From an optimization exercise on the open Yosys and OpenROAD flow, aimed at small area, a short achievable clock period and few clock cycles per item; shortcuts taken in it are not production practice. Function was checked by simulation only, so behaviour that the tests miss may differ from the original. The flow treats the clock pin as an ideal source, which a real chip does not have. Power is estimated from default activity; no workload was simulated.

maple:
==> flow/design.v (excerpt) <==
module mnet_codec (
    input  wire        clk,
    input  wire        rst,
    input  wire        key_wr,
    input  wire [2:0]  key_len,
    input  wire [47:0] key_data,
    input  wire        tx_hdr_valid,
    output wire        tx_hdr_ready,
    input  wire [7:0]  tx_dst,
    input  wire [7:0]  tx_src,
    input  wire [15:0] tx_type,
    input  wire [7:0]  tx_len,
    input  wire        tx_obf,
    input  wire        tx_pl_valid,
    output wire        tx_pl_ready,
    input  wire [7:0]  tx_pl_data,
    output wire        line_tx_valid,
    input  wire        line_tx_ready,
    output wire [7:0]  line_tx_data,
    input  wire        line_rx_valid,
    input  wire [7:0]  line_rx_data,
    input  wire        rx_obf,
    output wire        rx_valid,
    output wire [7:0]  rx_data,
    output wire        rx_end,
    output wire [7:0]  rx_status
);
Settings: LEC_CHECK=0, CAP_MARGIN=5, CORE_MARGIN=2, CORE_UTILIZATION=60, CTS_CLUSTER_DIAMETER=100, CTS_CLUSTER_SIZE=25, SETUP_SLACK_MARGIN=2.6, SLEW_MARGIN=5; clock period 4.5 ns.
standard.sh (not shown) runs the stock make flow with config.mk's settings and CLKGATE_MAP_FILE= SYNTH_SCRIPT=/design/flow/synth_recipe.tcl, a recipe that flattens the netlist after the stock synthesis.
==> flow/flow/run.sh <==
#!/bin/bash
# The standard layout with two changes:
#  - plain buf_1 cells as the port buffers (the standard flow picks a delay
#    buffer); ORFS's repair resizes them as needed;
#  - after CTS, the clock tree's middle level is removed, so the root buffer
#    drives the leaf buffers directly (collapse_cts.tcl).
set -euo pipefail
export BUFFER_PORTS_ARGS="-buffer_cell sky130_fd_sc_hd__buf_1"
export RESULTS=$PWD/orfs/results/$FLOW_PLATFORM/mnet_codec/base
bash standard.sh cts > standard_cts.log 2>&1
openroad -no_init -exit flow/collapse_cts.tcl > collapse_cts.log 2>&1
touch $RESULTS/4_cts.sdc
bash standard.sh finish > standard_finish.log 2>&1
==> flow/flow/collapse_cts.tcl <==
# Make the clock tree two levels deep: the root buffer drives every leaf
# buffer directly, in place of the middle level TritonCTS builds. All leaf
# buffers stay at the same depth, so the tree stays balanced.
set results $::env(RESULTS)
read_db $results/4_cts.odb
set block [ord::get_db_block]
set clknet [$block findNet clk]
set roots {}
foreach it [$clknet getITerms] { lappend roots [$it getInst] }
if {[llength $roots] != 1} { error "clock port drives [llength $roots] cells" }
set root [lindex $roots 0]
set rootnet [[$root findITerm X] getNet]
set mids {}
foreach it [$rootnet getITerms] {
  if {[$it isOutputSignal]} continue
  set inst [$it getInst]
  if {[string match "sky130_fd_sc_hd__clkbuf_*" [[$inst getMaster] getName]]} { lappend mids $inst }
}
set n 0
foreach m $mids {
  set onet [[$m findITerm X] getNet]
  set loads {}
  foreach it [$onet getITerms] { if {![$it isOutputSignal]} { lappend loads $it } }
  set ok 1
  foreach it $loads {
    if {![string match "sky130_fd_sc_hd__clkbuf_*" [[[$it getInst] getMaster] getName]]} { set ok 0 }
  }
  if {!$ok} continue
  foreach it $loads { $it disconnect; $it connect $rootnet }
  [$m findITerm A] disconnect
  [$m findITerm X] disconnect
  odb::dbInst_destroy $m
  odb::dbNet_destroy $onet
  incr n
}
puts "root [$root getName]: removed $n middle clock buffers"
write_db $results/4_cts.odb
maple: all stages complete, timing, DRC and antenna checks passed
Testbench counts of maple, summed over its fixed seeds: cycles 27,589, items 384.
The inputs of willow differ from those of maple as listed below.
# maple
export LEC_CHECK = 0
export CAP_MARGIN = 5
export CORE_MARGIN = 2
export CORE_UTILIZATION = 60
export CTS_CLUSTER_DIAMETER = 100
export CTS_CLUSTER_SIZE = 25
export SETUP_SLACK_MARGIN = 2.6
export SLEW_MARGIN = 5
create_clock -name core_clock -period 4.5 [get_ports {clk}]
# willow
export LEC_CHECK = 0
export CAP_MARGIN = 5
export CORE_MARGIN = 2
export CORE_UTILIZATION = 60
export CTS_CLUSTER_DIAMETER = 80
export CTS_CLUSTER_SIZE = 20
export PLACE_DENSITY = 0.8
export SETUP_SLACK_MARGIN = 2.6
export SLEW_MARGIN = 5
create_clock -name core_clock -period 4.5 [get_ports {clk}]
--- outcome ---
willow ended with every stage complete and zero timing, DRC or antenna violations. In the metrics for willow and maple, the one carrying the lower total length of routed wires is maple. Relative area of clock buffers and inverters in the final design was lower in maple than in willow. Comparing willow and maple, clock period minus worst slack is higher on maple. Delta (willow minus maple): area added between synthesis and finish fell by 1.9 points; setup clock skew after layout fell by 0.19 ns.
Changes in raven relative to willow:
# willow
export LEC_CHECK = 0
export CAP_MARGIN = 5
export CORE_MARGIN = 2
export CORE_UTILIZATION = 60
export CTS_CLUSTER_DIAMETER = 80
export CTS_CLUSTER_SIZE = 20
export PLACE_DENSITY = 0.8
export SETUP_SLACK_MARGIN = 2.6
export SLEW_MARGIN = 5
create_clock -name core_clock -period 4.5 [get_ports {clk}]
# raven
export LEC_CHECK = 0
export ABC_CLOCK_PERIOD_IN_PS = 2000
export CAP_MARGIN = 20
export CORE_MARGIN = 2
export CORE_UTILIZATION = 60
export CTS_CLUSTER_DIAMETER = 80
export CTS_CLUSTER_SIZE = 20
export SETUP_SLACK_MARGIN = 2.6
export SLEW_MARGIN = 20
create_clock -name core_clock -period 4.5 [get_ports {clk}]
Compared with willow, raven shows a lower highest cell delay on the worst timing path. On non-filler instance count after layout, raven tracks willow almost exactly. On placement-stage worst setup slack, the higher figure sits with raven, not willow. When raven is set beside willow, its clock buffer count in the final layout turns out to be about 5% larger. Taking raven as 1.0, willow lands at 1.05 on via count of the first global-routing pass. willow ended up with u_tx.line_data[2] as its timing startpoint of the critical path; raven ended up with u_tx.pl_rdy. Diff willow -> raven: multi-input gate share of total cell area comparable; floorplan die area has remained practically unchanged; data arrival at the endpoint of the critical path down 0.04 ns; number of well taps stayed essentially flat.
> inputs changed (raven -> zinc)
# raven
export LEC_CHECK = 0
export ABC_CLOCK_PERIOD_IN_PS = 2000
export CAP_MARGIN = 20
export CORE_MARGIN = 2
export CORE_UTILIZATION = 60
export CTS_CLUSTER_DIAMETER = 80
export CTS_CLUSTER_SIZE = 20
export SETUP_SLACK_MARGIN = 2.6
export SLEW_MARGIN = 20
create_clock -name core_clock -period 4.5 [get_ports {clk}]
# zinc
export LEC_CHECK = 0
export CAP_MARGIN = 5
export CORE_MARGIN = 2
export CORE_UTILIZATION = 60
export CTS_CLUSTER_DIAMETER = 80
export CTS_CLUSTER_SIZE = 20
export GPL_ROUTABILITY_DRIVEN = 0
export SETUP_SLACK_MARGIN = 2.6
export SLEW_MARGIN = 5
create_clock -name core_clock -period 4.5 [get_ports {clk}]
==> run notes <==
zinc reached the final stage; the timing, design-rule and antenna checks on its layout passed.
Per the comparison of zinc with raven, register-to-register slack now larger; core utilization comparable; worst setup slack now larger; sequential power comparable; share of total power consumed by net switching comparable.
The routed wire length was comparable across zinc and raven.
Compared with raven, non-clock buffer count in zinc increased slightly.
Going from raven to zinc, final cell count without fillers held; synthesized instance count essentially unchanged; number of cells on the worst reg-to-reg path +1.

* * *

Another version of the RTL of mnet_codec (not shown whole).
For scale: ~1000 cells after synthesis, roughly 10000 sq um of cells after synthesis.
==> flow/config.mk <==
export PLATFORM = sky130hd
export DESIGN_NAME = mnet_codec
export DESIGN_NICKNAME = mnet_codec
export VERILOG_FILES = /design/flow/design.v
export SDC_FILE = /design/flow/constraint.sdc
export NUM_CORES = 4
export LEC_CHECK = 0
export ABC_CLOCK_PERIOD_IN_PS = 2000
export CAP_MARGIN = 20
export CORE_MARGIN = 2
export CORE_UTILIZATION = 40
export SETUP_SLACK_MARGIN = 2.5
export SLEW_MARGIN = 20
==> flow/constraint.sdc <==
create_clock -name core_clock -period 4.5 [get_ports {clk}]
set_input_delay 0.9000 -clock core_clock [delete_from_list [all_inputs] [get_ports {clk}]]
set_output_delay 0.9000 -clock core_clock [all_outputs]
set_load 0.01 [all_outputs]
==> flow/flow/run.sh <==
#!/bin/bash
# The standard layout, with plain buf_1 cells as the port buffers (the
# standard flow picks a delay buffer); ORFS's repair resizes them as needed.
set -euo pipefail
export BUFFER_PORTS_ARGS="-buffer_cell sky130_fd_sc_hd__buf_1"
bash standard.sh > standard.log 2>&1
Testbench counts at the start, summed over its fixed seeds: cycles 27,589, items 384.
Change:
==> flow/run.sh (new file) <==
#!/bin/bash
# synth_recipe.tcl (not shown) runs the flow's synth.tcl, then flattens the netlist and writes it again
# the make line also repeats each setting of config.mk as NAME=value (left out here)
make -C /OpenROAD-flow-scripts/flow DESIGN_CONFIG=/design/flow/config.mk WORK_HOME=/design/flow/orfs CLKGATE_MAP_FILE= SYNTH_SCRIPT=/design/flow/synth_recipe.tcl finish
- ABC_CLOCK_PERIOD_IN_PS: 2000 -> 1700
- SETUP_SLACK_MARGIN: 2.5 -> 2.8
removed: flow/flow/run.sh
removed: flow/standard.sh
Design area grows by about a fifth.
Via count grows by a few percent.
Sequential share of layout area shrinks by 5.2 points.
Cell count grows by a few percent.

* * *

## v36
RTL: one of the versions met above, not the one the previous note started from.
Size: ~230 flip-flops, ~10,000 um2 of cells after synthesis.
Settings: LEC_CHECK=0, CAP_MARGIN=5, CORE_MARGIN=2, CORE_UTILIZATION=60, CTS_CLUSTER_DIAMETER=80, CTS_CLUSTER_SIZE=20, SETUP_SLACK_MARGIN=2.65, SLEW_MARGIN=5; clock period 4.5 ns.
==> flow/flow/run.sh <==
#!/bin/bash
# The standard layout with two changes:
#  - plain buf_1 cells as the port buffers (the standard flow picks a delay
#    buffer); ORFS's repair resizes them as needed;
#  - after CTS, the clock tree's middle level is removed, so the root buffer
#    drives the leaf buffers directly (collapse_cts.tcl).
set -euo pipefail
export BUFFER_PORTS_ARGS="-buffer_cell sky130_fd_sc_hd__buf_1"
export RESULTS=$PWD/orfs/results/$FLOW_PLATFORM/mnet_codec/base
bash standard.sh cts > standard_cts.log 2>&1
openroad -no_init -exit flow/collapse_cts.tcl > collapse_cts.log 2>&1
touch $RESULTS/4_cts.sdc
bash standard.sh finish > standard_finish.log 2>&1
Scripts as last shown in full above: flow/flow/collapse_cts.tcl
Testbench counts of v36, summed over its fixed seeds: cycles 27,589, items 384.
#### Input delta (v39 over v36)
Settings: SETUP_SLACK_MARGIN: 2.65 -> 2.6; TNS_END_PERCENT: unset -> 5.
Results
The total leakage power in v39 sits 2.1% below the value recorded for v36.
[compare] base=v36 new=v39: number of antenna violations at the first check in global routing moved up; met3 global-route usage fell by 0.42 points; final design utilization decreased by 0.86 points relative to the old numbers.
On number of buffers other than clock buffers in the final layout: between v36 and v39, it ends up higher for v36.
Changes in v9 relative to v39:
Settings: GPL_TIMING_DRIVEN newly set to 0; TNS_END_PERCENT removed (was 5); SLEW_MARGIN changed from 5 to 20; CAP_MARGIN changed from 5 to 20.
==> comparison <==
Cell with the largest stage delay on the worst path = dfxtp_2: v9; cell with the largest stage delay on the worst path = nor2_2: v39
v9 — met3 wirelength from detailed routing about 2.4% higher, v39 as reference
Delta(global-route met2 utilization, v9 - v39) > 0
v9 against v39: clock skew fell 0.0034 ns, wire length of the first global-routing pass climbed 7.7%, largest net degree at the start of global routing went down 23, worst-case vdd ir drop went down about 16%.
Diff v39 and v9: worst setup slack lower in v39

* * *

Another version of the RTL of mnet_codec (not shown whole).
Size: about 930 cells after synthesis, about 230 flip-flops, ~0.010 mm^2 of cells after synthesis.
==> flow/config.mk <==
export PLATFORM = sky130hd
export DESIGN_NAME = mnet_codec
export DESIGN_NICKNAME = mnet_codec
export VERILOG_FILES = /design/flow/design.v
export SDC_FILE = /design/flow/constraint.sdc
export NUM_CORES = 4
export LEC_CHECK = 0
export ABC_CLOCK_PERIOD_IN_PS = 1500
export CAP_MARGIN = 20
export CORE_MARGIN = 2
export CORE_UTILIZATION = 60
export CTS_CLUSTER_DIAMETER = 80
export CTS_CLUSTER_SIZE = 20
export SETUP_SLACK_MARGIN = 2.6
export SLEW_MARGIN = 20
==> flow/constraint.sdc <==
create_clock -name core_clock -period 4.5 [get_ports {clk}]
set_input_delay 0.9000 -clock core_clock [delete_from_list [all_inputs] [get_ports {clk}]]
set_output_delay 0.9000 -clock core_clock [all_outputs]
set_load 0.01 [all_outputs]
Scripts as last shown in full above: flow/flow/run.sh, flow/flow/collapse_cts.tcl
The starting point ran to the end with no violations.
Testbench counts at the start, summed over its fixed seeds: cycles 27,589, items 384.
Next try:
- ABC_AREA: unset -> 1
- ABC_CLOCK_PERIOD_IN_PS: 1500 -> unset
Effect:
- die area rose by 8.4%
- wire length goes up by 12%
- final area went up by 7.5%
- count of clock-buffer cells in the layout went down by 1
- first-iteration DRC count rose by about 6%
- maximum frequency came out lower by 3.2%
- via count is higher by about 23%
- power increases by about 4.6%
Next try:
- ABC_AREA: 1 -> unset
- ABC_CLOCK_PERIOD_IN_PS: unset -> 2000
Sequential cell count does not change.
Core utilization came out higher by 0.75 points.
Synthesized cell count came out lower by about 30%.
Total power came out lower by 4.4%.
Fmax came out higher by 3.3%.
Global-route usage came out lower by 0.48 points.
Setup slack improved by 0.061 ns.
Routed wire length came out lower by 11%.
Count of clock-buffer cells in the layout came out higher by 1.
Die area came out lower by about 8%.

* * *

RTL: one of the versions met above, not the one the previous note started from.
Size: about 150 I/O pins.
==> flow/design.v (excerpt) <==
module mnet_codec (
    input  wire        clk,
    input  wire        rst,
    input  wire        key_wr,
    input  wire [2:0]  key_len,
    input  wire [47:0] key_data,
    input  wire        tx_hdr_valid,
    output wire        tx_hdr_ready,
    input  wire [7:0]  tx_dst,
    input  wire [7:0]  tx_src,
    input  wire [15:0] tx_type,
    input  wire [7:0]  tx_len,
    input  wire        tx_obf,
    input  wire        tx_pl_valid,
    output wire        tx_pl_ready,
    input  wire [7:0]  tx_pl_data,
    output wire        line_tx_valid,
    input  wire        line_tx_ready,
    output wire [7:0]  line_tx_data,
    input  wire        line_rx_valid,
    input  wire [7:0]  line_rx_data,
    input  wire        rx_obf,
    output wire        rx_valid,
    output wire [7:0]  rx_data,
    output wire        rx_end,
    output wire [7:0]  rx_status
);
==> flow/config.mk <==
export PLATFORM = sky130hd
export DESIGN_NAME = mnet_codec
export DESIGN_NICKNAME = mnet_codec
export VERILOG_FILES = /design/flow/design.v
export SDC_FILE = /design/flow/constraint.sdc
export NUM_CORES = 4
export LEC_CHECK = 0
export CAP_MARGIN = 20
export CORE_MARGIN = 2
export CORE_UTILIZATION = 60
export CTS_CLUSTER_DIAMETER = 80
export CTS_CLUSTER_SIZE = 20
export SETUP_SLACK_MARGIN = 2.55
export SLEW_MARGIN = 20
==> flow/constraint.sdc <==
create_clock -name core_clock -period 4.5 [get_ports {clk}]
set_input_delay 0.9000 -clock core_clock [delete_from_list [all_inputs] [get_ports {clk}]]
set_output_delay 0.9000 -clock core_clock [all_outputs]
set_load 0.01 [all_outputs]
==> flow/flow/run.sh <==
#!/bin/bash
# The standard layout with two changes:
#  - plain buf_1 cells as the port buffers (the standard flow picks a delay
#    buffer); ORFS's repair resizes them as needed;
#  - after CTS, the top of the clock tree is rebuilt (collapse_cts.tcl): no
#    middle level, and the leaf buffers shared among 3 root buffers on the
#    clock port. Each tool's output goes to a log of its own here.
set -euo pipefail
export BUFFER_PORTS_ARGS="-buffer_cell sky130_fd_sc_hd__buf_1"
export RESULTS=$PWD/orfs/results/$FLOW_PLATFORM/mnet_codec/base
export NROOTS=3
bash standard.sh cts > standard_cts.log 2>&1
openroad -no_init -exit flow/collapse_cts.tcl > collapse_cts.log 2>&1
touch $RESULTS/4_cts.sdc
bash standard.sh finish > standard_finish.log 2>&1
Other scripts of this flow, unchanged in this note and not shown: flow/flow/collapse_cts.tcl
The starting point finished with timing, DRC and antenna clean.
Testbench counts at the start, summed over its fixed seeds: cycles 27,589, items 384.
==> next run, changes <==
- SETUP_SLACK_MARGIN: 2.55 -> 2.5
After rerunning: Clock skew fell by 0.0050 ns; power came out lower by 0.64%; register-to-register slack is about the same; final cell count drops by 0.39%; routed wire length went down by 2.7%; synthesized cell count does not change; count of clock-buffer cells in the layout fell by 1.
==> next run, changes <==
- CAP_MARGIN: 20 -> 5
- SETUP_SLACK_MARGIN: 2.5 -> 2.7
- SLEW_MARGIN: 20 -> 5
The changed run went through all stages and came out clean. Hold slack is about the same. Global-route usage came out higher by 0.21 points. Total power came out higher slightly. Register-to-register slack is better by 0.17 ns. Core utilization came out higher by 2.0 points.
==> next run, changes <==
- SETUP_SLACK_MARGIN: 2.7 -> 2.6
=> The new run finished with timing, DRC and antenna clean. Sequential cell count stays the same. Routed wire length shrinks by a few percent. First-iteration DRC count decreases by about a fifth.

separate check: timing with driven ports:
No port has a modelled driver above. Below, the same layouts with a new extraction and two added sets of constraints. Step 1 assumes that a clkbuf_16 drives the clock port and a buf_2 every other input. Step 2, shift: input delay + t, output delay - t, t = (earliest + latest rising clock arrival at the registers) / 2. This alone moves slack from input paths to output paths. Slacks: no drivers / after step 1 / after step 2; pairs: no drivers / after step 1.
| run | shift t [ns] | setup slack, ns | hold slack, ns | worst setup path after step 2 | worst data-port slew with drivers (ns) |
|---|---|---|---|---|---|
| maple | 0.489 | 2.551 / 2.505 / 2.173 | 0.444 / 0.444 / 0.444 | input to register | 0.06 |
| willow | 0.468 | 2.622 / 2.578 / 2.184 | 0.443 / 0.443 / 0.443 | input to register | 0.08 |
| raven | 0.467 | 2.656 / 2.609 / 2.221 | 0.456 / 0.456 / 0.456 | input to register | 0.06 |
| zinc | 0.466 | 2.661 / 2.614 / 2.243 | 0.456 / 0.456 / 0.456 | input to register | 0.06 |
| the first run of note 2 | 0.577 | 2.217 / 2.217 / 1.702 | 0.452 / 0.428 / 0.470 | input to register | 0.08 |
| the second run of note 2 | 0.565 | 2.262 / 2.262 / 1.835 | 0.475 / 0.475 / 0.475 | input to register | 0.10 |
| v36 | 0.458 | 2.644 / 2.602 / 2.294 | 0.463 / 0.463 / 0.463 | input to register | 0.06 |
| v39 | 0.460 | 2.459 / 2.482 / 2.022 | 0.458 / 0.458 / 0.458 | input to register | 0.07 |
| v9 | 0.466 | 2.637 / 2.594 / 2.195 | 0.445 / 0.445 / 0.445 | input to register | 0.05 |
| the first run of note 4 | 0.463 | 2.634 / 2.619 / 2.195 | 0.465 / 0.465 / 0.465 | input to register | 0.06 |
| the second run of note 4 | 0.480 | 2.573 / 2.527 / 2.161 | 0.414 / 0.414 / 0.414 | input to register | 0.07 |
| the third run of note 4 | 0.463 | 2.634 / 2.619 / 2.195 | 0.465 / 0.465 / 0.465 | input to register | 0.06 |
| the first run of note 5 | 0.386 | 2.607 / 2.596 / 2.277 | 0.457 / 0.457 / 0.457 | input to register | 0.07 |
| the second run of note 5 | 0.390 | 2.562 / 2.620 / 2.235 | 0.461 / 0.461 / 0.461 | input to register | 0.06 |
| the third run of note 5 | 0.385 | 2.663 / 2.708 / 2.323 | 0.459 / 0.459 / 0.459 | input to register | 0.07 |
| the fourth run of note 5 | 0.381 | 2.590 / 2.627 / 2.246 | 0.454 / 0.454 / 0.454 | input to register | 0.06 |
After both steps every run listed still meets setup and hold. For the first run of note 2, which loses most, drivers alone change the setup slack by 0.000 ns; drivers and shift together by -0.515 ns.
